This is an optimization exercise on Yosys and OpenROAD, whose aim is small area and a short achievable clock period, not a production implementation. Function was checked by simulation only, so behaviour that the tests miss may differ from the original.

Setup of run A:
// fm_demod
module fm_demod (
    input  wire        clk,
    input  wire        rst,         
    input  wire        in_valid,
    input  wire [7:0]  in_i,
    input  wire [7:0]  in_q,
    output wire        out_valid,
    output wire [15:0] out_ph
);
    wire signed [8:0] a_in = $signed({1'b0, in_i}) - 9'sd127;
    wire signed [8:0] b_in = $signed({1'b0, in_q}) - 9'sd127;
    reg  signed [8:0] cur_a, cur_b, prv_a, prv_b;
    wire [4:0] an = {cur_a[8], cur_a[7], cur_a[5], cur_a[3], cur_a[1]};
    wire [4:0] ao = {cur_a[8] ^ cur_a[7], cur_a[6] ^ cur_a[5], cur_a[4] ^ cur_a[3], cur_a[2] ^ cur_a[1], cur_a[0] ^ 1'b0};
    wire [3:0] at = {(cur_a[7] & ~cur_a[6] & ~cur_a[5]) | (~cur_a[7] & cur_a[6] & cur_a[5]), (cur_a[5] & ~cur_a[4] & ~cur_a[3]) | (~cur_a[5] & cur_a[4] & cur_a[3]), (cur_a[3] & ~cur_a[2] & ~cur_a[1]) | (~cur_a[3] & cur_a[2] & cur_a[1]), (cur_a[1] & ~cur_a[0] & ~1'b0) | (~cur_a[1] & cur_a[0] & 1'b0)};
    wire [4:0] bn = {cur_b[8], cur_b[7], cur_b[5], cur_b[3], cur_b[1]};
    wire [4:0] bo = {cur_b[8] ^ cur_b[7], cur_b[6] ^ cur_b[5], cur_b[4] ^ cur_b[3], cur_b[2] ^ cur_b[1], cur_b[0] ^ 1'b0};
    wire [3:0] bt = {(cur_b[7] & ~cur_b[6] & ~cur_b[5]) | (~cur_b[7] & cur_b[6] & cur_b[5]), (cur_b[5] & ~cur_b[4] & ~cur_b[3]) | (~cur_b[5] & cur_b[4] & cur_b[3]), (cur_b[3] & ~cur_b[2] & ~cur_b[1]) | (~cur_b[3] & cur_b[2] & cur_b[1]), (cur_b[1] & ~cur_b[0] & ~1'b0) | (~cur_b[1] & cur_b[0] & 1'b0)};
    reg [4:0] prv_an, prv_ao, prv_bn, prv_bo;
    reg [3:0] prv_at, prv_bt;
    reg               v0;
    always @(posedge clk) begin
        if (rst) begin
            cur_a <= 9'sd0;
            cur_b <= 9'sd0;
            v0    <= 1'b0;
        end else begin
            v0 <= in_valid;
            if (in_valid) begin
                cur_a <= a_in;
                cur_b <= b_in;
                prv_an <= an; prv_ao <= ao; prv_at <= at;
                prv_bn <= bn; prv_bo <= bo; prv_bt <= bt;
            end
        end
    end
    wire pr_t1 = (((prv_ao[0] & cur_a[6]) | (prv_at[0] & cur_a[5])) ^ prv_an[0]) ^ (((prv_ao[1] & cur_a[4]) | (prv_at[1] & cur_a[3])) ^ prv_an[1]);
    wire pr_t2 = (((prv_ao[0] & cur_a[6]) | (prv_at[0] & cur_a[5])) ^ prv_an[0]) & (((prv_ao[1] & cur_a[4]) | (prv_at[1] & cur_a[3])) ^ prv_an[1]);
  ...
Settings: LEC_CHECK=0, ABC_AREA=0, CAP_MARGIN=20, CORE_MARGIN=2, CORE_UTILIZATION=45, SETUP_SLACK_MARGIN=4.0, SLEW_MARGIN=20; clock period 7.0 ns.
run.sh (not shown) runs the stock make flow with config.mk's settings and CLKGATE_MAP_FILE= SYNTH_SCRIPT=/design/flow/synth_recipe.tcl, a recipe that flattens the netlist after the stock synthesis.
Run A reached the end of the flow, and the finished layout is clean on the timing, design-rule and antenna checks.
--- input diff run A..run B ---
- setting CTS_BUF_LIST to sky130_fd_sc_hd__clkbuf_4 sky130_fd_sc_hd__clkbuf_8 for the first time
- setting CTS_CLUSTER_SIZE to 20 for the first time
- changing ABC_AREA from 0 to 1
### Flow results
Both conditions hold for run B: the flow ran to the end and the final layout passed the timing, design-rule and antenna checks.
Changes observed in run B relative to run A: design area about even, synthesis-to-finish area growth fell 2.5 points, final setup slack of the worst path grew by 0.66 ns, share of the clock period used by the worst path after layout -9.5 points.
Looking only at final-layout non-clock buffer area share, and setting everything else aside, the higher value of run B and run A goes to run A.
Compared run B against run A; fraction of area in registers within noise.
Final critical path time including I/O delays and setup sits lower in run B than in run A.
Edits applied to the flow inputs when going from run B to run C:
- changing CORE_UTILIZATION from 45 to 60
- removing CTS_CLUSTER_SIZE (formerly 20)
- removing CTS_BUF_LIST (formerly sky130_fd_sc_hd__clkbuf_4 sky130_fd_sc_hd__clkbuf_8)
==> comparison <==
- Changes observed in run C relative to run B: final area went down by 0.85%, critical path depth went up by 1.

## port drivers added, routing unchanged
No port has a modelled driver above. Below, the same layouts with a new extraction and two added sets of constraints.
Step 1: set_driving_cell puts a clkbuf_16 on clk and a buf_2 on each other input, an assumption about the parent block.
Step 2 adds t to the input delays and takes it off the output delays; t is the mean of the earliest and latest rising clock arrival at the registers after step 1. Input paths then give back, and output paths get back, about the clock's delay inside the block.
Three values: ideal ports, drivers, drivers and shift; two values: the first two.
run | shift t [ns] | setup slack, ns | hold slack, ns | clock arrival spread, ns
run A | 0.726 | 3.384 / 3.384 / 3.384 | 0.317 / 0.317 / 0.317 | 0.043 / 0.043
run B | 0.883 | 4.046 / 4.046 / 3.270 | 0.305 / 0.305 / 0.305 | 0.046 / 0.046
run C | 0.698 | 3.956 / 3.956 / 3.671 | 0.323 / 0.323 / 0.323 | 0.024 / 0.025
After both steps every run listed still meets setup and hold. The setup slack of run B, which loses most, moves by 0.000 ns with the drivers and by -0.776 ns with both steps.
